From an optimization exercise on the open Yosys and OpenROAD flow, aimed at small area, a short achievable clock period and few clock cycles; shortcuts taken in it are not production practice. At most, simulation tests tie the RTL to the original design; equivalence was not proved. Function not checked in runs 3 to 5: the RTL went through the layout flow alone. Power is estimated from default activity; no workload was simulated.

==> flow/design.v <==
module cvfp (
    input  wire        clk,
    input  wire        rst,
    input  wire        cmd_valid,
    output wire        cmd_ready,
    input  wire [3:0]  cmd_op,
    input  wire [15:0] cmd_a,
    input  wire [7:0]  cmd_b,
    input  wire        pv_valid,
    output wire        pv_ready,
    input  wire [7:0]  pv_data,
    output reg         rsp_valid,
    output reg  [2:0]  rsp_code,
    output reg  [15:0] rsp_data
);
    localparam BUFSZ = 258;
    localparam F     = 10;           
    localparam M     = BUFSZ - F;    
    localparam QN    = 4;            
    localparam QW    = 2;
    localparam OP_CLR   = 4'h0;
    localparam OP_PUSH  = 4'h1;
    localparam OP_RDB   = 4'h2;
    localparam OP_ENC   = 4'h3;
    localparam OP_SUM   = 4'h4;
    localparam OP_VAL   = 4'h5;
    localparam OP_WFQ   = 4'h6;
    localparam OP_FSZ   = 4'h7;
    localparam OP_GETF  = 4'h8;
    localparam OP_GETB  = 4'h9;
    localparam OP_GETSB = 4'hA;
    localparam OP_GETH  = 4'hB;
    localparam OP_RDST  = 4'hC;
    localparam R_OK         = 3'd0;
    localparam R_ERR        = 3'd1;
    localparam R_UNDERRUN   = 3'd2;
    localparam R_OVERFLOW   = 3'd3;
    localparam R_PARAMLEN   = 3'd4;
    localparam R_NOTVALID   = 3'd5;
    localparam R_PARAMRANGE = 3'd6;
    localparam R_BADOP      = 3'd7;
    localparam K_ZX = 2'd0;      
    localparam K_SX = 2'd1;      
    localparam K_HW = 2'd2;      
    reg [7:0] lo_c [0:F-1];      
    reg [7:0] rg   [0:M-1];      
    reg [7:0] ph;                
    wire [7:0] b0 = lo_c[0];
    wire [7:0] b1 = lo_c[1];
    wire [7:0] b3 = lo_c[3];     
    wire [7:0] b4 = lo_c[4];     
    wire [7:0] ph_n = (ph == M - 1) ? 8'd0 : ph + 8'd1;
    reg [8:0] cnt;
    reg [3:0] status;            
    reg [8:0] wp;                
    reg [7:0] wpe;               
    reg       w_al;              
    reg       enc_busy;          
    reg [7:0] s_w, s_a, s_v;
    reg [9:0] dl;                
    reg [7:0] np;                
    reg [7:0] np_m1;             
    reg       np_z;              
    reg        r_v, s_full;
    reg [3:0]  r_op, s_op;
    reg [15:0] r_a, s_a_q;
    reg [7:0]  r_b, s_b;
    reg        p_v;
    reg [7:0]  p_d;
    reg        pv_rdy;
    reg [7:0]  tk_left;          
    reg        q_v;
    reg [2:0]  q_code;
    reg [15:0] q_data;
    reg        q_rd;
    reg [1:0]  q_kind;
    reg        q_enc;
    reg        q_ring;           
    reg [7:0]  q_er;
    reg        q_new;            
    reg        q_go;             
    reg        q_lor, q_hir;     
    reg [3:0]  q_li, q_hi_i;     
    reg [2:0]    f_code [0:QN-1];
    reg [15:0]   f_data [0:QN-1];
    reg          f_enc  [0:QN-1];
    reg [QW-1:0] f_rd, f_wr;
    reg [QW:0]   f_cnt;
    assign cmd_ready = !s_full;
    assign pv_ready  = pv_rdy;
    wire acc  = cmd_valid && !s_full;
    wire take = pv_valid && pv_rdy;
    reg  wp_low;                             
    reg  cnt_full;                           
    reg  bytes_in;                           
    wire w_ok     = wp_low || w_al;          
    wire a_hi     = |r_a[15:9];
    wire a_ge_cnt = a_hi || (r_a[8:0] >= cnt);
    wire a_lt_wp  = !a_hi && (r_a[8:0] < wp);
    wire q_out  = q_v && (!(q_ring && q_rd) || (q_go && !q_new));
    wire q_adv  = !q_v || q_out;
    wire q_room = (f_cnt + q_v) < QN;
    reg r_can;
    always @(*) begin
        case (r_op)
        OP_RDB:  r_can = a_lt_wp || a_ge_cnt;
        OP_PUSH: r_can = !enc_busy && (w_ok || cnt_full);
        default: r_can = !enc_busy;
        endcase
    end
    wire ex = r_v && r_can && q_adv && q_room;
    wire [9:0] len_p2 = {2'b00, b3} + 10'd2;
    wire [9:0] len_p3 = {2'b00, b3} + 10'd3;
    wire       c4     = |cnt[8:2];                           
    wire       c5     = c4 && (cnt[8:3] != 0 || cnt[1:0] != 0);
    wire       c6     = c4 && (cnt[8:3] != 0 || cnt[1]);
    wire       d_ge2  = !dl[9] && (dl[8:1] != 0);            
    wire       d_ge3  = !dl[9] && (dl[8:2] != 0 || dl[1:0] == 2'd3);    
    wire       d_eq3  = (dl == 10'd3);                       
    wire       a_hi8  = |r_a[15:8];
    wire       gb_rng = a_hi8 || (r_a[7:0] >= np);           
    wire       gh_rng = np_z || a_hi8 || (r_a[7:0] >= np_m1);  
    wire       is_rd_op = (r_op == OP_RDB) || (r_op == OP_GETF) || (r_op == OP_GETB) ||
                          (r_op == OP_GETSB) || (r_op == OP_GETH);
    wire [7:0] enc_p  = r_a[15:8];
    wire [8:0] gidx = r_a[8:0] + 9'd5;
    reg  [8:0] ridx;
    always @(*) begin
        case (r_op)
        OP_RDB:  ridx = r_a[8:0];
        OP_GETF: ridx = (r_b[2:0] == 3'd5) ? len_p2[8:0] : {6'd0, r_b[2:0]};
        default: ridx = gidx;
        endcase
    end
    wire [8:0] a_e  = r_a[8:0] - F;
    wire [8:0] g_e  = r_a[8:0] - (F - 5);
    wire [8:0] f_e  = {1'b0, b3} - (F - 2);
    reg  [8:0] ridx_e;
    always @(*) begin
        case (r_op)
        OP_RDB:  ridx_e = a_e;
        OP_GETF: ridx_e = f_e;
        default: ridx_e = g_e;
        endcase
    end
    reg        lo_ring, hi_ring;
    always @(*) begin
        case (r_op)
        OP_RDB: begin
            lo_ring = (r_a[8:0] >= F);
            hi_ring = 1'b0;
        end
        OP_GETF: begin
            lo_ring = (r_b[2:0] == 3'd5) && (b3 >= F - 2);
            hi_ring = 1'b0;
        end
        default: begin
            lo_ring = (r_a[8:0] >= F - 5);
            hi_ring = (r_a[8:0] >= F - 6);
        end
        endcase
    end
    wire [7:0] x_er    = lo_ring ? ridx_e[7:0] : 8'd0;
    wire [3:0] x_hi_i  = ridx[3:0] + 4'd1;
    reg        x_rd;
    reg [1:0]  x_kind;
    reg [2:0]  x_code;
    reg [15:0] x_data;
    wire       v_elen = (b3 != r_a[7:0]);
    wire       v_ecmd = (b4 != r_b);
    wire       v_esum = (s_v != 8'hFF);
    wire       v_err  = v_elen || v_ecmd || v_esum;
    always @(*) begin
        x_rd   = 1'b0;
        x_kind = K_ZX;
        x_code = R_OK;
        x_data = 16'd0;
        case (r_op)
        OP_CLR: ;
        OP_PUSH:
            if (cnt == BUFSZ) x_code = R_OVERFLOW;
        OP_RDB:
            if (a_ge_cnt) x_code = R_UNDERRUN;
            else          x_rd   = 1'b1;
        OP_ENC:
            if (enc_p > 8'd252) x_code = R_PARAMLEN;
        OP_SUM:
            if (!c4 || !d_ge2) x_code = R_UNDERRUN;
            else x_data = {8'd0, ~s_a};
        OP_VAL:
            if (!c5 || !d_ge3) x_code = R_UNDERRUN;
            else begin
                x_code = v_err ? R_ERR : R_OK;
                x_data = {12'd0, v_esum, v_ecmd, v_elen, !v_err};
            end
        OP_WFQ:
            x_data = {15'd0, c6 && (b0 == 8'h55) && (b1 == 8'h55) && d_eq3 && (s_w == 8'hFF)};
        OP_FSZ:
            if (!c4) x_code = R_UNDERRUN;
            else x_data = {6'd0, len_p3};
        OP_GETF:
            if (r_b > 8'd5) x_code = R_BADOP;
            else if (r_b[2:0] == 3'd5) begin
                if (!c4 || !d_ge3) x_code = R_UNDERRUN;
                else x_rd = 1'b1;
            end else begin
                if ({1'b0, r_b} >= cnt) x_code = R_UNDERRUN;
                else x_rd = 1'b1;
            end
        OP_GETB, OP_GETSB:
            if (!status[0]) x_code = R_NOTVALID;
            else if (gb_rng) x_code = R_PARAMRANGE;
            else begin
                x_rd   = 1'b1;
                x_kind = (r_op == OP_GETSB) ? K_SX : K_ZX;
            end
        OP_GETH:
            if (!status[0]) x_code = R_NOTVALID;
            else if (gh_rng) x_code = R_PARAMRANGE;
            else begin
                x_rd   = 1'b1;
                x_kind = K_HW;
            end
        OP_RDST:
            x_data = {3'd0, cnt, status};
        default:
            x_code = R_BADOP;
        endcase
    end
    wire x_hir  = (r_op == OP_GETH) && hi_ring;
    wire x_ring = is_rd_op && (lo_ring || x_hir);
    wire do_push  = ex && (r_op == OP_PUSH) && (cnt != BUFSZ);
    wire do_clr   = ex && (r_op == OP_CLR);
    wire do_enc   = ex && (r_op == OP_ENC) && (enc_p <= 8'd252);
    wire do_byte  = enc_busy && p_v && w_ok;
    wire do_chk   = enc_busy && !p_v && (tk_left == 8'd0) && w_ok;
    wire       wr_en   = do_push || do_byte || do_chk;
    wire [7:0] wr_data = do_push ? r_b : (do_byte ? p_d : ~s_a);
    genvar gi;
    generate
        for (gi = 0; gi < F; gi = gi + 1) begin : g_lo
            always @(posedge clk) begin
                if (do_enc && gi <= 4) begin
                    case (gi)
                    0, 1:    lo_c[gi] <= 8'h55;
                    2:       lo_c[gi] <= r_a[7:0];
                    3:       lo_c[gi] <= enc_p + 8'd3;
                    default: lo_c[gi] <= r_b;
                    endcase
                end else if (wr_en && wp == gi)
                    lo_c[gi] <= wr_data;
            end
        end
        for (gi = 0; gi < M - 1; gi = gi + 1) begin : g_ring
            always @(posedge clk)
                rg[gi] <= rg[gi + 1];
        end
    endgenerate
    always @(posedge clk)
        rg[M - 1] <= (wr_en && !wp_low) ? wr_data : rg[0];
    always @(posedge clk) begin
        if (rst) begin
            cnt      <= 9'd0;
            wp       <= 9'd0;
            wpe      <= M - F;
            w_al     <= 1'b0;
            ph       <= 8'd0;
            wp_low   <= 1'b1;
            cnt_full <= 1'b0;
            status   <= 4'd0;
            enc_busy <= 1'b0;
        end else begin
            ph <= ph_n;
            if (ex) begin
                case (r_op)
                OP_CLR: begin
                    cnt    <= 9'd0;
                    status <= 4'd0;
                end
                OP_PUSH:
                    if (cnt != BUFSZ) begin
                        cnt    <= cnt + 9'd1;
                        status <= 4'd0;
                    end
                OP_ENC:
                    if (enc_p <= 8'd252) begin
                        cnt      <= {1'b0, enc_p} + 9'd6;
                        status   <= 4'd0;
                        enc_busy <= 1'b1;
                    end
                OP_VAL:
                    if (c5 && d_ge3)
                        status <= {v_esum, v_ecmd, v_elen, !v_err};
                default: ;
                endcase
            end
            if (do_clr || do_enc)
                wp_low <= 1'b1;
            else if (wr_en && wp == F - 1)
                wp_low <= 1'b0;
            if (do_clr || do_enc)
                cnt_full <= 1'b0;
            else if (do_push && cnt == BUFSZ - 1)
                cnt_full <= 1'b1;
            if (do_clr) begin
                wp   <= 9'd0;
                wpe  <= M - F;
                w_al <= (ph_n == M - F);
            end else if (do_enc) begin
                wp   <= 9'd5;
                wpe  <= M - F + 5;
                w_al <= (ph_n == M - F + 5);
            end else if (wr_en) begin
                wp   <= wp + 9'd1;
                wpe  <= (wpe == M - 1) ? 8'd0 : wpe + 8'd1;
            end else
                w_al <= (ph_n == wpe);
            if (do_chk)
                enc_busy <= 1'b0;
        end
    end
    always @(posedge clk) begin
        if (do_push) begin
            if (cnt == 9'd2)
                s_w <= r_b;
            else
                s_w <= s_w + r_b;
            if (cnt == 9'd3) begin
                dl    <= 10'd4 - {2'b00, r_b};
                np    <= (r_b > 8'd3) ? r_b - 8'd3 : 8'd0;
                np_m1 <= r_b - 8'd4;
                np_z  <= (r_b <= 8'd3);
                s_a <= ((r_b >= 8'd1) ? s_w : 8'd0) + ((r_b >= 8'd2) ? r_b : 8'd0);
                s_v <= s_w + ((r_b >= 8'd1) ? r_b : 8'd0);
            end else begin
                dl <= dl + 10'd1;
                if (!d_ge2) s_a <= s_a + r_b;
                if (!d_ge3) s_v <= s_v + r_b;
            end
        end else if (do_enc) begin
            s_a <= r_a[7:0] + (enc_p + 8'd3) + r_b;
            dl    <= 10'd3;
            np    <= enc_p;
            np_m1 <= enc_p - 8'd1;
            np_z  <= (enc_p == 8'd0);
            s_v <= 8'hFF;
            s_w <= 8'hFF;
        end else if (do_byte) begin
            s_a <= s_a + p_d;
        end
    end
    wire p_keep   = p_v && !do_byte;
    wire p_v_n    = take || p_keep;
    wire wp_n_low = wr_en ? (wp < F - 1) : wp_low;
    wire tk_one   = (tk_left == 8'd1);
    wire w_al_n   = wr_en ? w_al : (ph_n == wpe);
    always @(posedge clk) begin
        if (rst) begin
            r_v     <= 1'b0;
            s_full  <= 1'b0;
            p_v     <= 1'b0;
            pv_rdy  <= 1'b0;
            tk_left <= 8'd0;
            bytes_in <= 1'b1;
        end else begin
            p_v <= p_v_n;
            if (do_enc) begin
                pv_rdy   <= (enc_p != 8'd0);
                tk_left  <= enc_p;
                bytes_in <= (enc_p == 8'd0);
            end else begin
                pv_rdy   <= !bytes_in && !(tk_one && take) && (!p_v_n || wp_n_low || w_al_n);
                if (take) begin
                    tk_left  <= tk_left - 8'd1;
                    bytes_in <= tk_one;
                end
            end
            if (ex || !r_v) begin
                r_v    <= s_full || acc;
                s_full <= 1'b0;
            end else if (acc)
                s_full <= 1'b1;
        end
    end
    always @(posedge clk) begin
        if (!p_keep)
            p_d <= pv_data;
        if (ex || !r_v) begin
            if (s_full) begin
                r_op <= s_op;
                r_a  <= s_a_q;
                r_b  <= s_b;
            end else begin
                r_op <= cmd_op;
                r_a  <= cmd_a;
                r_b  <= cmd_b;
            end
        end else if (!s_full) begin
            s_op  <= cmd_op;
            s_a_q <= cmd_a;
            s_b   <= cmd_b;
        end
    end
    always @(posedge clk) begin
        if (rst)
            q_v <= 1'b0;
        else if (q_adv)
            q_v <= ex;
        q_go  <= (ph_n == q_er);
        q_new <= q_adv;
        if (q_adv) begin
            q_code <= x_code;
            q_data <= x_data;
            q_rd   <= x_rd;
            q_kind <= x_kind;
            q_enc  <= (r_op == OP_ENC) && (enc_p != 8'd0) && (enc_p <= 8'd252);
            q_ring <= x_ring;
            q_er   <= x_er;
            q_lor  <= lo_ring;
            q_hir  <= x_hir;
            q_li   <= ridx[3:0];
            q_hi_i <= x_hi_i;
        end
    end
    wire [7:0] q_lo  = (q_li < F) ? lo_c[q_li] : 8'd0;
    wire [7:0] q_hi  = (q_hi_i < F) ? lo_c[q_hi_i] : 8'd0;
    wire [7:0] rd_lo = q_lor ? rg[0] : q_lo;
    wire [7:0] rd_hi = q_hir ? (q_lor ? rg[1] : rg[0]) : q_hi;
    reg [15:0] q_res;
    always @(*) begin
        if (!q_rd)
            q_res = q_data;
        else case (q_kind)
            K_SX:    q_res = {{8{rd_lo[7]}}, rd_lo};
            K_HW:    q_res = {rd_hi, rd_lo};
            default: q_res = {8'd0, rd_lo};
        endcase
    end
    wire f_empty  = (f_cnt == 0);
    wire head_ok  = f_empty ? (q_out && (!q_enc || bytes_in)) : (!f_enc[f_rd] || bytes_in);
    wire f_pop    = !f_empty && head_ok;
    wire f_push   = q_out && !(f_empty && head_ok);
    always @(posedge clk) begin
        if (rst) begin
            rsp_valid <= 1'b0;
            f_rd      <= 0;
            f_wr      <= 0;
            f_cnt     <= 0;
        end else begin
            rsp_valid <= head_ok;
            if (f_pop)
                f_rd <= (f_rd == QN - 1) ? 0 : f_rd + 1'b1;
            if (f_push)
                f_wr <= (f_wr == QN - 1) ? 0 : f_wr + 1'b1;
            f_cnt <= f_cnt + f_push - f_pop;
        end
        if (f_empty) begin
            rsp_code <= q_code;
            rsp_data <= q_res;
        end else begin
            rsp_code <= f_code[f_rd];
            rsp_data <= f_data[f_rd];
        end
        if (f_push) begin
            f_code[f_wr] <= q_code;
            f_data[f_wr] <= q_res;
            f_enc[f_wr]  <= q_enc;
        end
    end
endmodule
==> flow/flow/run.sh <==
#!/bin/bash
set -euo pipefail
bash standard.sh SETUP_SLACK_MARGIN=${MARGIN:-6.6} \
  "CTS_ARGS=-sink_clustering_enable -repair_clock_nets -dont_use_dummy_load -sink_clustering_size 24 -sink_clustering_max_diameter 60 -buf_list {sky130_fd_sc_hd__clkbuf_8 sky130_fd_sc_hd__clkbuf_16}" \
  finish > standard.log 2>&1
==> flow/standard.sh <==
#!/bin/bash
# synth_recipe.tcl (not shown) runs the flow's synth.tcl, then flattens the netlist and writes it again
# the make line also repeats each setting of config.mk as NAME=value (left out here)
make -C /OpenROAD-flow-scripts/flow DESIGN_CONFIG=/design/flow/config.mk WORK_HOME=/design/flow/orfs CLKGATE_MAP_FILE= SYNTH_SCRIPT=/design/flow/synth_recipe.tcl "${@:-finish}"
==> flow/config.mk <==
export PLATFORM = sky130hd
export DESIGN_NAME = cvfp
export DESIGN_NICKNAME = cvfp
export VERILOG_FILES = /design/flow/design.v
export SDC_FILE = /design/flow/constraint.sdc
export NUM_CORES = 4
export LEC_CHECK = 0
export ABC_CLOCK_PERIOD_IN_PS = 3000
export CAP_MARGIN = 20
export CORE_MARGIN = 2
export CORE_UTILIZATION = 70
export PLACE_DENSITY = 0.78
export SLEW_MARGIN = 20
export TNS_END_PERCENT = 100
==> flow/constraint.sdc <==
create_clock -name core_clock -period 10.0 [get_ports {clk}]
set_input_delay 2.0000 -clock core_clock [delete_from_list [all_inputs] [get_ports {clk}]]
set_output_delay 2.0000 -clock core_clock [all_outputs]
set_load 0.01 [all_outputs]
==> impl_metrics.ini, run 1 <==
[synthesis]
synth_top_family_by_area = compound AO/OA/AOI/OAI gates
synth-edff-count = 298
async_flop_share = 0
synth-simple-area-share = 0.0554
synth_compound_area_frac = 0.0572
synth_xor_area_frac = 0.0197
ys_seq_elements = 2385
synth_top_flop_cell = dfxtp_1
synth_fa_ha_area_frac = 0.0321
seq_area_frac_synth = 0.794
avgSynthCellArea_um2 = 14.7
synth_warnings = 3
syn_area_um2 = 63900
synth_fp_nets = 4528
synthMuxAreaShare = 0.0256
synth.distinct_cells = 97
synthCells = 4333

[clock_tree]
h-tree-depth = 4
cts.sinks = 2385
cts_tree = built
cts_hold_buf = 0
cts_made_buffers = 134
clk_latency_ns = 0.79
clk_pin_slew_ns = 0.09
cts_buffer_depth = 3
root_buffer = clkbuf_16

[routing]
ant_nets = 0
drtIter0Drc = 3657
drc = 0
vias = 32900
vias_per_cell = 5.80
routedWlPerCell_um = 24.9
wirelength_mm = 141
dr.pass1.iters = 8

[floorplanning]
start_util = 0.708
boundaryPins = 62
die_area_um2 = 93700
die_h_um = 306
core_um2 = 90300
num_rows = 110
die_w_um = 306

[layout]
layout.nets = 4691
layout_common_cells = 2,084 x dfxtp_1, 298 x edfxtp_1, 201 x nand2_1
drive_above_1_share = 0.0937
syn_to_final_growth_pct = 9.60
final_common_cell = dfxtp_1
fin_area_um2 = 70000

[timing]
hold_ws_ns = 0.248
worstMarginPinSlew_ns = 1.25
timing.final.hold_violations = 0
drv_slew = 0
final.setup.tns_ns = 0
layout_min_cycle_time_ns = 3.44
finalCritPeriodShare = 0.344
timing.fmax_mhz = 290
slew_headroom = 0.145
rsz0062_at_grt = true
fin_skew_ns = 0.107
final-setup-viol-count = 0
layout_setup_ws_ns = 6.56

[critical_path]
critical-path-slowest-cell = edfxtp_1
r2r_start = r_b[4]$_DFFE_PP_
crit_chain = buf_12 > nor4_4 > and2_4 > nand3b_1 > buf_4 > and2_1 > ha_1 > o21a_1 > a2111oi_1 > nor3_1 > xnor2_1 > mux2i_1 > a211oi_1
r2r_cells = 13
reg2reg_slack_ns = 6.56
setup.worst_path.class = flop to flop
cp-endpoint = s_a[7]$_DFFE_PP_
worstPathRequired_ns = 10.46
cp.arrival_ns = 3.91
setup.worst_path.start = r_b[4]$_DFFE_PP_
start_kind = flop
endpoint_kind = flop
r2r_end = s_a[7]$_DFFE_PP_
path_max_fanout = 5
slowest_delay_ns = 0.42

[global_routing]
grt-ovfl-total = 0
track_usage = 0.304
grt_pass1_vias = 33500
grt_max_degree = 59
antenna_found_initial = 12
grt_pass1_wl_mm = 212

[placement]
place_area_um2 = 65700
numPortBuffers = 61
post-place-ws_ns = 5.82
place.gp.congestion = 0.937
hpwl_mm = 83.0

[run]
cap_violations = 0

[worst_hold_path]
worstHoldPathType = flop to flop
worstHoldPathCells = 0

[power_and_ir_drop]
powerDensity_nw_per_um2 = 244
p_leak_uw = 0.0271
power.total_uw = 17100
irDropWorstVdd_uv = 183

[run_status]
outcome = no timing/DRC/antenna violations
[through the flow]
stage,instances,util
after floorplan,4333,-
after global placement,5466,0.728
after detailed placement,5466,0.728
after CTS,5621,0.769
after global routing,5670,0.776
final,5675,0.776
[critical path: cells and delay by family, from the launching register on]
kind	cells	cell delay, ns
compound gates	3	0.72
xor+xnor	1	0.15
fa+ha+maj	1	0.33
buf+inv	2	0.36
flops	1	0.42
mux	1	0.20
simple gates	5	0.97
[kinds of logic after synthesis]
group / Yosys count
flops: 2385
simple gates: 711
compound gates: 544
buf+inv: 265
fa+ha+maj: 155
xor+xnor: 144
mux: 129
[where the power goes]
group          leakage, uW  switching (uW)  internal, uW  total (uW)
clock              0.00165            2890          2390        5270
sequential          0.0196             189          9870       10100
combinational      0.00583            1060           699        1760
total               0.0271            4140         13000       17100
[synth_stat cells, types with 9 or more instances]
| master | instances | area share |
|---|---|---|
| dfxtp_1 | 2087 | 0.65 |
| edfxtp_1 | 298 | 0.14 |
| nand2_1 | 203 | 0.012 |
| nor2_1 | 174 | 0.010 |
| ha_1 | 140 | 0.027 |
| inv_1 | 124 | 0.0073 |
| o21ai_0 | 123 | 0.0096 |
| a21oi_1 | 116 | 0.0091 |
| clkbuf_1 | 107 | 0.0063 |
| xnor2_1 | 84 | 0.012 |
| mux2_2 | 60 | 0.011 |
| xor2_1 | 60 | 0.0082 |
| nand3_1 | 52 | 0.0041 |
| nor3_1 | 52 | 0.0041 |
| mux2i_1 | 45 | 0.0070 |
| nand2b_1 | 35 | 0.0034 |
| and2_1 | 32 | 0.0031 |
| a211oi_1 | 31 | 0.0036 |
| o211ai_1 | 29 | 0.0034 |
| nand4_1 | 28 | 0.0027 |
| nor2b_1 | 28 | 0.0027 |
| a31oi_1 | 25 | 0.0024 |
| a21o_1 | 23 | 0.0027 |
| mux4_2 | 21 | 0.0074 |
| o221ai_1 | 21 | 0.0029 |
| buf_2 | 16 | 0.0013 |
| o21a_1 | 16 | 0.0019 |
| or3_1 | 16 | 0.0016 |
| fa_1 | 15 | 0.0047 |
| nor4_1 | 15 | 0.0015 |
| a22oi_1 | 14 | 0.0016 |
| and3_1 | 14 | 0.0014 |
| o22ai_1 | 14 | 0.0014 |
| a2111oi_0 | 11 | 0.0015 |
| a32oi_1 | 11 | 0.0015 |
| buf_1 | 10 | 0.00059 |
| o31ai_1 | 10 | 0.0012 |
| o32ai_1 | 10 | 0.0014 |
| nor3b_1 | 9 | 0.0011 |
[timing repair]
action | 4_1_cts | 5_1_grt
endpoints found under the setup margin | 289 | 140
gates resized for setup | 98 | 45
pin swaps | 6 | 12
hold endpoints to repair | 0 | 0
setup buffers | 15 | 48
cloned | 6 | 1
[sequential cells by signal, indices dropped and copies added (netlist names), 12 cells and up, named ones only]
name      cells
lo_c         80
q_data       13
rg         1984
s_a_q        16
r_a          16
rsp_data     16
f_data       64
f_code       12
[cell type report]
class,instances,area [um2]
inverter,129,505
sequential,2385,50700
multi-input combinational,1686,12500
fill,4914,20200
timing repair buffer,158,1450
antenna,5,12.5
clock buffer,134,3350
tap,1176,1470
timing repair inverter,2,15.0
[worst min-delay path by stage]
stage	start	to
4_1_cts	rg[239][3]$_DFF_P_	rg[238][3]$_DFF_P_
2_1_floorplan	rg[101][0]$_DFF_P_	rg[100][0]$_DFF_P_
3_3_place_gp	rg[223][6]$_DFF_P_	rg[222][6]$_DFF_P_
6_report	rg[239][3]$_DFF_P_	rg[238][3]$_DFF_P_
3_5_place_dp	rg[36][1]$_DFF_P_	rg[35][1]$_DFF_P_
5_1_grt	rg[239][3]$_DFF_P_	rg[238][3]$_DFF_P_
[routing by layer]
metal | GRT usage | part of all wire
met2 | 0.503 | 0.48
met4 | 0.108 | 0.036
met3 | 0.0536 | 0.078
met5 | 0 | 0.00050
met1 | 0.408 | 0.40
Testbench counts, summed over its fixed seeds: cycles 52,111.
==> inputs of run 2 (changes only) <==
==> flow/flow/run.sh (replaced) <==
#!/bin/bash
set -euo pipefail
bash standard.sh SETUP_SLACK_MARGIN=${MARGIN:-6.6} \
  "CTS_ARGS=-sink_clustering_enable -repair_clock_nets -dont_use_dummy_load -sink_clustering_size 24 -sink_clustering_max_diameter 60" \
  finish > standard.log 2>&1
--- a/flow/config.mk
+++ b/flow/config.mk
@@ -10,4 +10,4 @@
 export CORE_MARGIN = 2
-export CORE_UTILIZATION = 70
-export PLACE_DENSITY = 0.78
+export CORE_UTILIZATION = 60
+export PLACE_DENSITY = 0.7
 export SLEW_MARGIN = 20
==> run 2 against run 1 <==
Net effect: still clean on timing, DRC and antenna; clock-buffer cell count up 2; setup slack improved by 0.095 ns; flip-flop and latch count stayed put; critical path depth down 6; utilization shrank 11 points; sequential power about the same; sequential share of layout area shrank 0.32 points; cell count up 4.1%; synthesized cell count stayed put; total power fell by 0.81%; first-iteration DRC count decreased by 33%; global-route usage is 7.4 points lower; critical path type unchanged; largest cell class unchanged; largest power group unchanged; highest routed layer unchanged.
==> impl_metrics.ini, run 2 <==
[global_routing]
grt-ovfl-total = 0
grt_pass1_wl_mm = 190
antenna_found_initial = 5
track_usage = 0.230
grt_pass1_vias = 31300
grt_max_degree = 59

[timing]
layout_min_cycle_time_ns = 3.35
rsz0062_at_grt = true
final-setup-viol-count = 0
worstMarginPinSlew_ns = 1.08
fin_skew_ns = 0.0938
drv_slew = 0
timing.fmax_mhz = 299
slew_headroom = 0.274
timing.final.hold_violations = 0
finalCritPeriodShare = 0.335
final.setup.tns_ns = 0
layout_setup_ws_ns = 6.65

[synthesis]
syn_area_um2 = 63900
avgSynthCellArea_um2 = 14.7
yosysTopAreaCell = dfxtp_1
seq_area_frac_synth = 0.794
synth_fp_nets = 4528
yosysTopAreaCellShare = 0.654
yosysMostFrequentCell = dfxtp_1
ys_seq_elements = 2385
synth.distinct_cells = 97
synthTopCellsByArea = dfxtp_1 65%, edfxtp_1 14%, ha_1 2.7%
synth_warnings = 3
synthCells = 4333
async_flop_share = 0
synth_top_flop_cell = dfxtp_1
synth-edff-count = 298
ys_top_cells_by_count = 2,087 x dfxtp_1, 298 x edfxtp_1, 203 x nand2_1, 174 x nor2_1, 140 x ha_1

[floorplanning]
die_h_um = 330
num_rows = 119
boundaryPins = 62
die_area_um2 = 109000
start_util = 0.606
die_w_um = 330
core_um2 = 105000

[routing]
vias_per_cell = 5.33
dr.pass1.iters = 17
routedWlPerCell_um = 21.1
drtIter0Drc = 2439
ant_nets = 0
drc = 0
vias = 31500
wirelength_mm = 125

[layout]
layout_common_cells = 2,084 x dfxtp_1, 298 x edfxtp_1, 202 x nand2_1
final_common_cell = dfxtp_1
regMostFlops = rg
seq_area_um2 = 50700
drive_above_1_share = 0.0953
multi_input_area_um2 = 12400
largestRegisters = rg x1984, lo_c x80, f_data x64
final_util = 0.667
syn_to_final_growth_pct = 10.1
layout.nets = 4710
num-fill-cells = 7324
largest_reg_flops = 1984

[power_and_ir_drop]
powerDensity_nw_per_um2 = 241
switching_share = 0.234
pwr-share-seq = 0.594
irDropWorstVdd_uv = 168
p_leak_uw = 0.0272
p_int_uw = 13000
power.total_uw = 16900
p_clk_frac = 0.306
p_sw_uw = 3970
power_frac_comb = 0.100

[critical_path]
r2r_cells = 7
path_max_fanout = 12
worstPathRequired_ns = 10.34
setup.worst_path.class = flop to flop
cp.arrival_ns = 3.68
start_kind = flop
endpoint_kind = flop

[worst_hold_path]
worstHoldPathType = flop to flop
worstHoldPathCells = 0

[clock_tree]
cts_made_buffers = 136
clk_pin_slew_ns = 0.09
cts_tree = built
clk_latency_ns = 0.77
root_buffer = clkbuf_16
cts_buffer_depth = 3
h-tree-depth = 4
cts.sinks = 2385

[placement]
post-place-ws_ns = 5.82
place.gp.congestion = 0.921
numPortBuffers = 61
hpwl_mm = 75.7

[run]
cap_violations = 0

[run_status]
outcome = no timing/DRC/antenna violations
[run 2: timing repair]
item,4_1_cts,5_1_grt
gates resized for setup,83,41
pin swaps,5,8
buffers inserted,44,40
gates cloned,4,0
hold buffers,0,0
setup endpoints to repair,257,169
[run 2: final cells by class]
type / instances / share of cell area
clock buffer: 136 / 0.0484
sequential: 2385 / 0.721
timing repair inverter: 2 / 0.000213
inverter: 129 / 0.00731
antenna: 1 / 0.0000356
multi-input combinational: 1685 / 0.176
timing repair buffer: 176 / 0.0220
tap: 1391 / 0.0247
[run 2: worst paths after layout]
| kind | start | end | slack (ns) |
|---|---|---|---|
| hold / removal | rg[212][6]$_DFF_P_ | rg[211][6]$_DFF_P_ | 0.27 |
| setup reg to reg | r_op[0]$_DFFE_PP_ | lo_c[4][4]$_DFFE_PP_ | 6.65 |
| hold reg to reg | rg[212][6]$_DFF_P_ | rg[211][6]$_DFF_P_ | 0.27 |
| setup / recovery | r_op[0]$_DFFE_PP_ | lo_c[4][4]$_DFFE_PP_ | 6.65 |
[run 2: critical path, cell delays in order (launching register included)]
cell and delay (ns):
edfxtp_1 0.55, or4b_4 0.71, a21boi_2 0.22, nand4_2 0.27
o21ai_4 0.27, nand2_1 0.08, nor3_1 0.41, a21o_1 0.47
[run 2: routing by layer]
layer | global-route usage | part of all wire
met4 | 0.0763 | 0.029
met5 | 0 | 0.00010
met1 | 0.339 | 0.47
met3 | 0.0459 | 0.072
met2 | 0.344 | 0.43
[run 2: per-stage QoR]
step	cells	area, um2	hold WS (ns)
final	5905	70300	0.267
after global routing	5904	70300	0.262
after CTS	5864	69900	0.257
after detailed placement	5680	66000	0.312
after global placement	5680	66000	0.309
after floorplan	4333	64000	0.310
[run 2: power groups by stage]
stage               combinational, uW  sequential [uW]  clock (uW)
finish                           1700            10100        5190
global route                     1840            10100        5640
CTS                              1620            10100        5330
detailed placement               1550            10300           0
global placement                 1550            10300           0
floorplan                        1080            10200           0
[run 2: cell families after synthesis]
kind of cell | after synthesis | share of synthesized area
buffers and inverters | 265 | 0.0161
AOI/OAI and AO/OA | 544 | 0.0572
and+or+nand+nor | 711 | 0.0554
adders and majority gates | 155 | 0.0321
muxes | 129 | 0.0256
xor gates and xnor gates | 144 | 0.0197
DFF | 2385 | 0.794
==> inputs of run 3 (changes only) <==
--- a/flow/design.v
+++ b/flow/design.v
@@ -46,3 +46,3 @@
     reg [7:0] rg   [0:M-1];      
-    reg [7:0] ph;                
+    reg [8:0] php;               
     wire [7:0] b0 = lo_c[0];
@@ -51,3 +51,3 @@
     wire [7:0] b4 = lo_c[4];     
-    wire [7:0] ph_n = (ph == M - 1) ? 8'd0 : ph + 8'd1;
+    wire [8:0] php_n = (php == BUFSZ - 1) ? F : php + 9'd1;
     reg [8:0] cnt;
@@ -55,3 +55,2 @@
     reg [8:0] wp;                
-    reg [7:0] wpe;               
     reg       w_al;              
@@ -61,4 +60,2 @@
     reg [7:0] np;                
-    reg [7:0] np_m1;             
-    reg       np_z;              
     reg        r_v, s_full;
@@ -70,2 +67,3 @@
     reg        pv_rdy;
+    reg        r_early;          
     reg [7:0]  tk_left;          
@@ -78,3 +76,3 @@
     reg        q_ring;           
-    reg [7:0]  q_er;
+    reg [8:0]  q_ri;
     reg        q_new;            
@@ -107,2 +105,3 @@
         OP_PUSH: r_can = !enc_busy && (w_ok || cnt_full);
+        OP_SUM:  r_can = !enc_busy || (bytes_in && !p_v);
         default: r_can = !enc_busy;
@@ -121,3 +120,3 @@
     wire       gb_rng = a_hi8 || (r_a[7:0] >= np);           
-    wire       gh_rng = np_z || a_hi8 || (r_a[7:0] >= np_m1);  
+    wire       gh_rng = a_hi8 || ({1'b0, r_a[7:0]} + 9'd1 >= {1'b0, np});  
     wire       is_rd_op = (r_op == OP_RDB) || (r_op == OP_GETF) || (r_op == OP_GETB) ||
@@ -134,13 +133,2 @@
     end
-    wire [8:0] a_e  = r_a[8:0] - F;
-    wire [8:0] g_e  = r_a[8:0] - (F - 5);
-    wire [8:0] f_e  = {1'b0, b3} - (F - 2);
-    reg  [8:0] ridx_e;
-    always @(*) begin
-        case (r_op)
-        OP_RDB:  ridx_e = a_e;
-        OP_GETF: ridx_e = f_e;
-        default: ridx_e = g_e;
-        endcase
-    end
     reg        lo_ring, hi_ring;
@@ -162,3 +150,3 @@
     end
-    wire [7:0] x_er    = lo_ring ? ridx_e[7:0] : 8'd0;
+    wire [8:0] x_ri    = lo_ring ? ridx : F;       
     wire [3:0] x_hi_i  = ridx[3:0] + 4'd1;
@@ -264,5 +252,4 @@
             wp       <= 9'd0;
-            wpe      <= M - F;
             w_al     <= 1'b0;
-            ph       <= 8'd0;
+            php      <= F;
             wp_low   <= 1'b1;
@@ -272,3 +259,3 @@
         end else begin
-            ph <= ph_n;
+            php <= php_n;
             if (ex) begin
@@ -304,15 +291,9 @@
                 cnt_full <= 1'b1;
-            if (do_clr) begin
-                wp   <= 9'd0;
-                wpe  <= M - F;
-                w_al <= (ph_n == M - F);
-            end else if (do_enc) begin
-                wp   <= 9'd5;
-                wpe  <= M - F + 5;
-                w_al <= (ph_n == M - F + 5);
-            end else if (wr_en) begin
-                wp   <= wp + 9'd1;
-                wpe  <= (wpe == M - 1) ? 8'd0 : wpe + 8'd1;
-            end else
-                w_al <= (ph_n == wpe);
+            w_al <= w_al_n;
+            if (do_clr)
+                wp <= 9'd0;
+            else if (do_enc)
+                wp <= 9'd5;
+            else if (wr_en)
+                wp <= wp + 9'd1;
             if (do_chk)
@@ -330,4 +311,2 @@
                 np    <= (r_b > 8'd3) ? r_b - 8'd3 : 8'd0;
-                np_m1 <= r_b - 8'd4;
-                np_z  <= (r_b <= 8'd3);
                 s_a <= ((r_b >= 8'd1) ? s_w : 8'd0) + ((r_b >= 8'd2) ? r_b : 8'd0);
@@ -343,4 +322,2 @@
             np    <= enc_p;
-            np_m1 <= enc_p - 8'd1;
-            np_z  <= (enc_p == 8'd0);
             s_v <= 8'hFF;
@@ -355,3 +332,8 @@
     wire tk_one   = (tk_left == 8'd1);
-    wire w_al_n   = wr_en ? w_al : (ph_n == wpe);
+    wire cons_n   = do_enc || (enc_busy && (wp_n_low || w_al_n));    
+    wire r_load   = ex || !r_v;
+    wire c_p_ok   = (|cmd_a[15:8]) && !((&cmd_a[15:10]) && (|cmd_a[9:8]));     
+    wire early    = acc && !s_full && r_load && (cmd_op == OP_ENC) && c_p_ok &&
+                    bytes_in && !p_keep && !enc_busy && !(do_enc && enc_p != 8'd0);
+    wire w_al_n   = wr_en ? (wp_low ? (php_n == F) : w_al) : (php_n == wp);
     always @(posedge clk) begin
@@ -366,3 +348,7 @@
             p_v <= p_v_n;
-            if (do_enc) begin
+            if (early) begin
+                pv_rdy   <= 1'b1;
+                tk_left  <= cmd_a[15:8];
+                bytes_in <= 1'b0;
+            end else if (do_enc && !r_early) begin
                 pv_rdy   <= (enc_p != 8'd0);
@@ -371,3 +357,3 @@
             end else begin
-                pv_rdy   <= !bytes_in && !(tk_one && take) && (!p_v_n || wp_n_low || w_al_n);
+                pv_rdy   <= !bytes_in && !(tk_one && take) && (!p_v_n || cons_n);
                 if (take) begin
@@ -377,3 +363,3 @@
             end
-            if (ex || !r_v) begin
+            if (r_load) begin
                 r_v    <= s_full || acc;
@@ -387,3 +373,5 @@
             p_d <= pv_data;
-        if (ex || !r_v) begin
+        if (r_load)
+            r_early <= early;
+        if (r_load) begin
             if (s_full) begin
@@ -408,3 +396,3 @@
             q_v <= ex;
-        q_go  <= (ph_n == q_er);
+        q_go  <= (php_n == q_ri);
         q_new <= q_adv;
@@ -417,3 +405,3 @@
             q_ring <= x_ring;
-            q_er   <= x_er;
+            q_ri   <= x_ri;
             q_lor  <= lo_ring;
==> run 3 against run 2 <==
Net effect: first-iteration DRC count up 16%; setup slack lost 0.0060 ns; combinational power down 3%; critical endpoint is now s_a[7]$_DFFE_PP_.
==> impl_metrics.ini, run 3 <==
[clock_tree]
cts_made_buffers = 135
root_buffer = clkbuf_16
cts_buffer_depth = 3
clk_latency_ns = 0.76
clk_pin_slew_ns = 0.08
cts.sinks = 2371
h-tree-depth = 4
cts_tree = built
cts_hold_buf = 0

[floorplanning]
die_w_um = 328
start_util = 0.607
num_rows = 118
boundaryPins = 62
die_area_um2 = 108000
core_um2 = 104000
die_h_um = 328

[synthesis]
syn_area_um2 = 63000
synthTopCellsByArea = dfxtp_1 66%, edfxtp_1 14%, ha_1 2.6%
synth_fp_nets = 4442
synth_warnings = 3
seq_area_frac_synth = 0.799
synthCells = 4258
yosysMostFrequentCell = dfxtp_1
synth-edff-count = 291
synth.distinct_cells = 95
async_flop_share = 0
synth_top_flop_cell = dfxtp_1
yosysTopAreaCell = dfxtp_1
avgSynthCellArea_um2 = 14.8
yosysTopAreaCellShare = 0.661
ys_top_cells_by_count = 2,080 x dfxtp_1, 291 x edfxtp_1, 197 x nand2_1, 178 x nor2_1, 141 x a21oi_1
ys_seq_elements = 2371

[layout]
num-fill-cells = 7017
layout_common_cells = 2,075 x dfxtp_1, 291 x edfxtp_1, 193 x nand2_1
drive_above_1_share = 0.0946
final_common_cell = dfxtp_1
n_antenna_cell = 0
largestRegisters = rg x1984, lo_c x80, f_data x64
regMostFlops = rg
syn_to_final_growth_pct = 10.1
largest_reg_flops = 1984
layout.nets = 4594

[timing]
layout_setup_ws_ns = 6.65
finalCritPeriodShare = 0.335
layout_min_cycle_time_ns = 3.35
slew_headroom = 0.260
rsz0062_at_grt = true
worstMarginPinSlew_ns = 1.11
fin_skew_ns = 0.0856
final.setup.tns_ns = 0
drv_slew = 0
timing.final.hold_violations = 0
timing.fmax_mhz = 298
final-setup-viol-count = 0

[power_and_ir_drop]
power.total_uw = 16800
p_leak_uw = 0.0268
p_int_uw = 12900
switching_share = 0.234
powerDensity_nw_per_um2 = 242
power_frac_comb = 0.098
p_clk_frac = 0.307
pwr-share-seq = 0.595
irDropWorstVdd_uv = 228
p_sw_uw = 3940

[routing]
ant_nets = 0
drtIter0Drc = 2822
dr.pass1.iters = 6
vias = 30400
routedWlPerCell_um = 20.7
vias_per_cell = 5.26
drc = 0
wirelength_mm = 120

[placement]
hpwl_mm = 72.6
place.gp.congestion = 0.935
numPortBuffers = 61
post-place-ws_ns = 5.50

[critical_path]
setup.worst_path.start = r_b[6]$_DFFE_PP_
r2r_start = r_b[6]$_DFFE_PP_
endpoint_kind = flop
start_kind = flop
path_max_fanout = 5
cp.arrival_ns = 3.78
worstPathRequired_ns = 10.43
setup.worst_path.class = flop to flop

[global_routing]
grt_max_degree = 48
grt-ovfl-total = 0
antenna_found_initial = 3
track_usage = 0.225
grt_pass1_vias = 30700
grt_pass1_wl_mm = 184

[worst_hold_path]
hp-start = rg[2][4]$_DFF_P_
worstHoldPathType = flop to flop

[run]
cap_violations = 0

[run_status]
outcome = no timing/DRC/antenna violations
[run 3: changes by cell type in the layout (fill, tap and decap cells not counted), sizes merged, moves of 10 or more]
cell,before,now
buf,118,88
a21oi,116,143
ha,140,129
dlygate4sd2,6,16
clkdlybuf4s15,14,3
nand4,31,20
xnor2,84,71
a22oi,14,3
[run 3: stage by stage]
stage | util | cells | hold WS (ns) | cell area [um2]
after detailed placement | 0.628 | 5593 | 0.312 | 65100
after global routing | 0.669 | 5788 | 0.283 | 69400
after floorplan | - | 4258 | 0.310 | 63100
after global placement | 0.628 | 5593 | 0.310 | 65100
after CTS | 0.665 | 5764 | 0.281 | 69000
final | 0.669 | 5788 | 0.281 | 69400
[run 3: power groups by stage]
| stage | sequential, uW | clock (uW) | combinational (uW) |
|---|---|---|---|
| final | 10000 | 5160 | 1650 |
| after global routing | 10000 | 5640 | 1790 |
| after CTS | 10000 | 5310 | 1580 |
| after detailed placement | 10300 | 0 | 1530 |
| after global placement | 10200 | 0 | 1530 |
| after floorplan | 10100 | 0 | 1090 |
[run 3: what timing repair did]
| item | in CTS | in global routing |
|---|---|---|
| endpoints found under the setup margin | 332 | 227 |
| resized for setup | 88 | 49 |
| cloned | 2 | 0 |
| setup buffers | 34 | 24 |
| pin swaps | 5 | 23 |
[run 3: per-layer routing]
metal	track usage	wire length [um]	up-vias
met1	0.336	56300	14700
li1	-	-	14600
met2	0.337	52900	921
met5	0	0	-
met4	0.0736	3330	0
met3	0.0371	7130	222
[run 3: worst max-delay path, stage by stage, from the launching register on]
cell,delay [ns]
edfxtp_1,0.44
nor4_4,0.42
nand2b_4,0.11
or3_4,0.43
and2_4,0.17
ha_4,0.16
a21o_1,0.18
a21oi_2,0.15
o21bai_1,0.11
a2111oi_2,0.40
nor3_2,0.10
xnor2_1,0.16
mux2i_1,0.17
mux2i_1,0.09
[run 3: path summary, 6_finish.rpt]
path	slack [ns]	endpoint	cells past startpoint
setup / recovery	6.65	s_a[7]$_DFFE_PP_	13
hold / removal	0.28	rg[1][4]$_DFF_P_	0
setup reg to reg	6.65	s_a[7]$_DFFE_PP_	13
hold reg to reg	0.28	rg[1][4]$_DFF_P_	0
[run 3: cell families (layout without fill, tap and decap cells)]
kind of cell    Yosys count  count (layout)  share of synthesized area
compound gates          533             533                     0.0565
xor+xnor                140             140                     0.0195
buf+inv                 257             407                     0.0159
simple gates            680             680                     0.0517
mux                     133             133                     0.0269
fa+ha+maj               144             144                     0.0304
flops                  2371            2371                      0.799
[run 3: layout make-up]
type / count / area [um2] / share of cell area
Multi-Input combinational cell: 1630 / 12100 / 0.174
Sequential cell: 2371 / 50400 / 0.726
Clock buffer: 135 / 3380 / 0.0487
Timing Repair Buffer: 148 / 1330 / 0.0191
Tap cell: 1380 / 1730 / 0.0249
Timing Repair inverter: 1 / 7.51 / 0.000108
Inverter: 123 / 479 / 0.00690
==> inputs of run 4 (changes only) <==
==> flow/flow/run.sh (replaced) <==
#!/bin/bash
set -euo pipefail
bash standard.sh SETUP_SLACK_MARGIN=${MARGIN:-6.8} \
  "BUFFER_PORTS_ARGS=-buffer_cell sky130_fd_sc_hd__buf_4" \
  "CTS_ARGS=-sink_clustering_enable -repair_clock_nets -dont_use_dummy_load -sink_clustering_size 24 -sink_clustering_max_diameter 60" \
  finish > standard.log 2>&1
==> run 4 against run 3 <==
Net effect: still clean; routed wire length up 3.2%; clock-buffer cell count is the same; via count rose by 1.5%; area after synthesis is the same; utilization increased by 0.86 points; first-iteration DRC count fell by 13%; die area did not move; flip-flop and latch count did not move; sequential share of layout area down 0.90 points; sequential power about the same; critical path type unchanged; largest cell class unchanged.
==> impl_metrics.ini, run 4 <==
[run_status]
outcome = no timing/DRC/antenna violations

[synthesis]
synth.distinct_cells = 95
synthCells = 4258
ys_top_cells_by_count = 2,080 x dfxtp_1, 291 x edfxtp_1, 197 x nand2_1, 178 x nor2_1, 141 x a21oi_1
syn_area_um2 = 63000
yosysTopAreaCell = dfxtp_1
async_flop_share = 0
avgSynthCellArea_um2 = 14.8
yosysTopAreaCellShare = 0.661
seq_area_frac_synth = 0.799
synth_warnings = 3
yosysMostFrequentCell = dfxtp_1
synth-edff-count = 291
synth_fp_nets = 4442
synthTopCellsByArea = dfxtp_1 66%, edfxtp_1 14%, ha_1 2.6%
synth_top_flop_cell = dfxtp_1
ys_seq_elements = 2371

[floorplanning]
die_h_um = 328
num_rows = 118
die_area_um2 = 108000
start_util = 0.607
boundaryPins = 62
core_um2 = 104000
die_w_um = 328

[clock_tree]
cts_tree = built
clk_latency_ns = 0.73
root_buffer = clkbuf_16
cts_made_buffers = 135
clk_pin_slew_ns = 0.09
cts.sinks = 2371
h-tree-depth = 4
cts_buffer_depth = 3

[timing]
slew_headroom = 0.276
fin_skew_ns = 0.0836
worstMarginPinSlew_ns = 1.09
hold_ws_ns = 0.284
rsz0062_at_grt = true
finalCritPeriodShare = 0.336
timing.fmax_mhz = 297
final-setup-viol-count = 0
timing.final.hold_violations = 0
final.setup.tns_ns = 0
drv_slew = 0
layout_min_cycle_time_ns = 3.36

[layout]
final_common_cell = dfxtp_1
num-fill-cells = 6851
drive_above_1_share = 0.130
layout_common_cells = 2,063 x dfxtp_1, 291 x edfxtp_1, 191 x nand2_1
layout.nets = 4650
seq_area_um2 = 50400
syn_to_final_growth_pct = 11.5
largest_reg_flops = 1984
multi_input_area_um2 = 12400
n_antenna_cell = 0
largestRegisters = rg x1984, lo_c x80, f_data x64
fin_cells = 5844
regMostFlops = rg

[run]
cap_violations = 0

[global_routing]
grt_pass1_wl_mm = 189
antenna_found_initial = 6
grt_pass1_vias = 31200
track_usage = 0.230
grt_max_degree = 48
grt-ovfl-total = 0

[power_and_ir_drop]
powerDensity_nw_per_um2 = 242
p_leak_uw = 0.0273
irDropWorstVdd_uv = 205

[critical_path]
endpoint_kind = flop
start_kind = flop
r2r_start = r_b[1]$_DFFE_PP_
setup.worst_path.class = flop to flop
cp.arrival_ns = 3.80
path_max_fanout = 4
worstPathRequired_ns = 10.43
setup.worst_path.start = r_b[1]$_DFFE_PP_

[routing]
ant_nets = 0
vias_per_cell = 5.29
wirelength_mm = 123
routedWlPerCell_um = 21.1
vias = 30900
drc = 0
drtIter0Drc = 2443
dr.pass1.iters = 6

[worst_hold_path]
worstHoldPathType = flop to flop
hp-start = rg[74][1]$_DFF_P_

[placement]
dp_cells = 5592
numPortBuffers = 61
hpwl_mm = 72.3
place.gp.congestion = 0.924
==> run 4: cell counts after synthesis <==
Identical to the previous run, type by type.
==> run 4: routing by layer <==
| layer | wire, um | vias up | global-route usage | share of wire |
|---|---|---|---|---|
| li1 | - | 14700 | - | - |
| met4 | 3440 | 0 | 0.0789 | 0.028 |
| met1 | 57600 | 15000 | 0.339 | 0.47 |
| met3 | 7910 | 227 | 0.0446 | 0.064 |
| met2 | 54500 | 948 | 0.343 | 0.44 |
| met5 | 0 | - | 0 | 0 |
==> run 4: cells by family after synthesis <==
| kind of cell | count (synthesis) | share of synthesized area |
|---|---|---|
| simple gates | 680 | 0.0517 |
| buf+inv | 257 | 0.0159 |
| flops | 2371 | 0.799 |
| fa+ha+maj | 144 | 0.0304 |
| mux | 133 | 0.0269 |
| xor+xnor | 140 | 0.0195 |
| compound gates | 533 | 0.0565 |
==> run 4: path summary, 6_finish.rpt <==
| path | slack (ns) | depth (start not counted) | endpoint |
|---|---|---|---|
| worst max-delay path | 6.64 | 18 | s_a[7]$_DFFE_PP_ |
| worst min register to register | 0.28 | 0 | rg[73][1]$_DFF_P_ |
| worst min-delay path | 0.28 | 0 | rg[73][1]$_DFF_P_ |
| worst max register to register | 6.64 | 18 | s_a[7]$_DFFE_PP_ |
==> run 4: where the power goes <==
group | leakage, uW | switching (uW) | internal, uW
logic | 0.00609 | 1060 | 784
clock network | 0.00166 | 2780 | 2400
registers | 0.0195 | 181 | 9810
==> run 4: worst max-delay path, cell delays in order (launching register included) <==
cell	delay [ns]
edfxtp_1	0.37
buf_12	0.12
clkinvlp_4	0.12
buf_6	0.14
buf_4	0.12
buf_4	0.16
fa_1	0.46
inv_1	0.07
ha_2	0.19
inv_2	0.04
fa_2	0.38
inv_1	0.06
a21o_1	0.13
a21oi_2	0.07
o21bai_1	0.12
a21oi_1	0.09
xnor2_1	0.13
mux2i_1	0.19
mux2i_1	0.10
==> run 4: timing repair <==
action	in CTS	in global routing
setup endpoints to repair	347	189
gates cloned	3	5
setup buffers	68	41
hold buffers	0	0
resized for setup	116	72
hold endpoints to repair	0	0
pin swaps	28	41
==> run 4: final cells by class <==
class	count	area share
Sequential cell	2371	0.717
Timing Repair Buffer	203	0.0271
Multi-Input combinational cell	1631	0.176
Clock buffer	135	0.0480
Tap cell	1380	0.0246
Inverter	123	0.00690
Timing Repair inverter	1	0.000107
==> run 4: per-stage QoR <==
step           worst slack (ns)  utilization  power, uW  area, um2
6_report                   6.64        0.677      17000      70300
3_5_place_dp               5.69        0.627      11800      65000
5_1_grt                    6.51        0.677      17600      70300
4_1_cts                    6.57        0.670      17000      69500
3_3_place_gp               5.74        0.627      11800      65000
2_1_floorplan              6.49            -      11200      63200
==> inputs of run 5 (changes only) <==
==> flow/flow/run.sh (replaced) <==
#!/bin/bash
set -euo pipefail
bash standard.sh SETUP_SLACK_MARGIN=${MARGIN:-6.6} \
  "CTS_ARGS=-sink_clustering_enable -repair_clock_nets -dont_use_dummy_load -sink_clustering_size 20 -sink_clustering_max_diameter 50 -sink_clustering_buffer sky130_fd_sc_hd__clkbuf_8" \
  finish > standard.log 2>&1
--- a/flow/config.mk
+++ b/flow/config.mk
@@ -10,4 +10,4 @@
 export CORE_MARGIN = 2
-export CORE_UTILIZATION = 60
-export PLACE_DENSITY = 0.7
+export CORE_UTILIZATION = 70
+export PLACE_DENSITY = 0.78
 export SLEW_MARGIN = 20
==> run 5 against run 4 <==
Net effect: clock-buffer cell count rose by 17; utilization increased by 8.4 points; sequential power hardly changed; clock skew is 0.0036 ns lower; routed wire length fell by 5.4%; setup slack got worse by 0.0080 ns; hold slack better by 0.0036 ns; clock power fell by about 20%; largest cell class unchanged; flip-flop and latch count unchanged.
==> impl_metrics.ini, run 5 <==
[layout]
syn_to_final_growth_pct = 8.24
multi_input_area_um2 = 12200
largestRegisters = rg x1984, lo_c x80, f_data x64
num-fill-cells = 5114
largest_reg_flops = 1984
regMostFlops = rg
final_util = 0.762
seq_area_um2 = 50400
layout.nets = 4622
drive_above_1_share = 0.103
final_common_cell = dfxtp_1
layout_common_cells = 2,074 x dfxtp_1, 291 x edfxtp_1, 193 x nand2_1

[critical_path]
cp.arrival_ns = 3.80
slowest_delay_ns = 0.51
setup.worst_path.class = flop to flop
worstPathRequired_ns = 10.43
critical-path-slowest-cell = edfxtp_1
crit_family = compound AO/OA/AOI/OAI gates
endpoint_kind = flop
path_max_fanout = 5
start_kind = flop
worst-path-buf-inv = 1
crit_chain = nor4_4 > nand2b_1 > or3_4 > nand2_4 > inv_1 > ha_1 > a21o_1 > a21oi_2 > nor2b_1 > o21a_1 > o41a_1 > a211o_1 > nand2_1 > o21ai_1

[synthesis]
ys_top_cells_by_count = 2,080 x dfxtp_1, 291 x edfxtp_1, 197 x nand2_1, 178 x nor2_1, 141 x a21oi_1
async_flop_share = 0
yosysTopAreaCell = dfxtp_1
synth-edff-count = 291
synthCells = 4258
synthTopCellsByArea = dfxtp_1 66%, edfxtp_1 14%, ha_1 2.6%
synth_warnings = 3
yosysTopAreaCellShare = 0.661
avgSynthCellArea_um2 = 14.8
ys_seq_elements = 2371
yosysMostFrequentCell = dfxtp_1
synth.distinct_cells = 95
seq_area_frac_synth = 0.799
synth_fp_nets = 4442
synth_top_flop_cell = dfxtp_1
syn_area_um2 = 63000

[timing]
rsz0062_at_grt = true
slew_headroom = 0.286
final-setup-viol-count = 0
layout_min_cycle_time_ns = 3.37
timing.fmax_mhz = 297
worstMarginPinSlew_ns = 1.07
timing.final.hold_violations = 0
final.setup.tns_ns = 0
finalCritPeriodShare = 0.337
fin_skew_ns = 0.0799
drv_slew = 0

[routing]
ant_nets = 0
drc = 0
drtIter0Drc = 3039
vias_per_cell = 5.48
wirelength_mm = 117
routedWlPerCell_um = 20.8
vias = 30800
dr.pass1.iters = 7

[floorplanning]
core_um2 = 89600
die_w_um = 304
die_h_um = 304
num_rows = 110
start_util = 0.704
boundaryPins = 62
die_area_um2 = 92500

[clock_tree]
h-tree-depth = 4
cts_made_buffers = 152
cts_buffer_depth = 3
cts_tree = built
clk_pin_slew_ns = 0.10
root_buffer = clkbuf_16
cts.sinks = 2371
clk_latency_ns = 0.74

[placement]
numPortBuffers = 61
place.gp.congestion = 1.03
hpwl_mm = 74.5

[worst_hold_path]
worstHoldPathType = flop to flop

[global_routing]
grt_pass1_vias = 30500
grt-ovfl-total = 0
antenna_found_initial = 6
track_usage = 0.254
grt_max_degree = 48
grt_pass1_wl_mm = 180

[power_and_ir_drop]
powerDensity_nw_per_um2 = 233
irDropWorstVdd_uv = 171
p_leak_uw = 0.0264

[run_status]
outcome = no timing/DRC/antenna violations

[run]
cap_violations = 0
-- run 5: logic make-up (layout without fill, tap and decap cells) --
logic type | after synthesis | in the layout | synth area share
AOI/OAI and AO/OA | 533 | 533 | 0.0565
and+or+nand+nor | 680 | 680 | 0.0517
xor gates and xnor gates | 140 | 140 | 0.0195
DFF | 2371 | 2371 | 0.799
muxes | 133 | 133 | 0.0269
other | 0 | 2 | 0
adders and majority gates | 144 | 144 | 0.0304
buffers and inverters | 257 | 435 | 0.0159
-- run 5: layout make-up --
cell class / instances / area share
multi-input cells: 1630 / 0.178
inverters: 123 / 0.00695
flip-flops and latches: 2371 / 0.738
clock buffers: 152 / 0.0335
diodes: 2 / 0.0000734
repair buffers: 159 / 0.0210
well taps: 1176 / 0.0216
repair inverters: 1 / 0.000110
-- run 5: worst register-to-register path, stage by stage (launching register included) --
cell	delay, ns
edfxtp_1	0.51
nor4_4	0.37
nand2b_1	0.11
or3_4	0.44
nand2_4	0.08
inv_1	0.04
ha_1	0.26
a21o_1	0.16
a21oi_2	0.13
nor2b_1	0.06
o21a_1	0.19
o41a_1	0.39
a211o_1	0.23
nand2_1	0.07
o21ai_1	0.06
-- run 5: final timing paths --
check / from / end / slack, ns / cells after the start
worst max-delay path: r_b[6]$_DFFE_PP_ / s_v[7]$_SDFFCE_PP1P_ / 6.63 / 14
worst max register to register: r_b[6]$_DFFE_PP_ / s_v[7]$_SDFFCE_PP1P_ / 6.63 / 14
worst min register to register: rg[243][0]$_DFF_P_ / rg[242][0]$_DFF_P_ / 0.29 / 0
worst min-delay path: rg[243][0]$_DFF_P_ / rg[242][0]$_DFF_P_ / 0.29 / 0
-- run 5: per-stage QoR --
stage | instance area, um2 | cells | power [uW] | setup slack (ns) | hold WS [ns]
2_1_floorplan | 63100 | 4258 | 11200 | 6.50 | 0.310
3_3_place_gp | 64900 | 5392 | 11800 | 5.68 | 0.311
3_5_place_dp | 64900 | 5392 | 11800 | 5.61 | 0.312
4_1_cts | 67800 | 5591 | 15900 | 6.57 | 0.286
5_1_grt | 68200 | 5612 | 16400 | 6.48 | 0.282
6_report | 68200 | 5614 | 15900 | 6.63 | 0.287
-- run 5: metal layers --
metal | GRT usage | part of all wire
met1 | 0.365 | 0.44
met2 | 0.381 | 0.44
met3 | 0.0622 | 0.087
met4 | 0.0930 | 0.036
met5 | 0 | 0.00031
-- run 5: power by group --
part           internal, uW  switching, uW
Combinational           711           1060
Sequential             9810            172
Clock                  1530           2600
-- run 5: timing repair --
item,CTS,global route
hold endpoints to repair,0,0
cloned,1,1
hold buffers,0,0
setup endpoints to repair,331,143
pin swaps,12,31
gates resized for setup,98,58
buffers inserted,46,20

-- static timing again, ports no longer ideal --
The results above use ideal ports. As a check the final layouts listed here were re-extracted and re-timed, cells and wires unchanged.
Step 1, drivers: a clkbuf_16 drives clk and a buf_2 each remaining input, both assumed.
Step 2 also shifts input and output timing later by t, the mid clock arrival at the registers, as if the neighbouring blocks saw the same clock.
Three values: no drivers, after step 1, after step 2; two values: the first two.
run | t (ns) | slack for setup (ns) | worst data-port slew with drivers (ns) | pins driven straight from the clock port
run 1 | 0.805 | 6.557 / 6.557 / 6.133 | 0.05 | 1
run 2 | 0.789 | 6.652 / 6.594 / 6.115 | 0.04 | 1
run 3 | 0.775 | 6.646 / 6.600 / 5.952 | 0.04 | 1
run 4 | 0.772 | 6.638 / 6.627 / 6.354 | 0.05 | 1
run 5 | 0.776 | 6.630 / 6.582 / 5.936 | 0.06 | 1
After both steps every run listed still meets setup and hold.
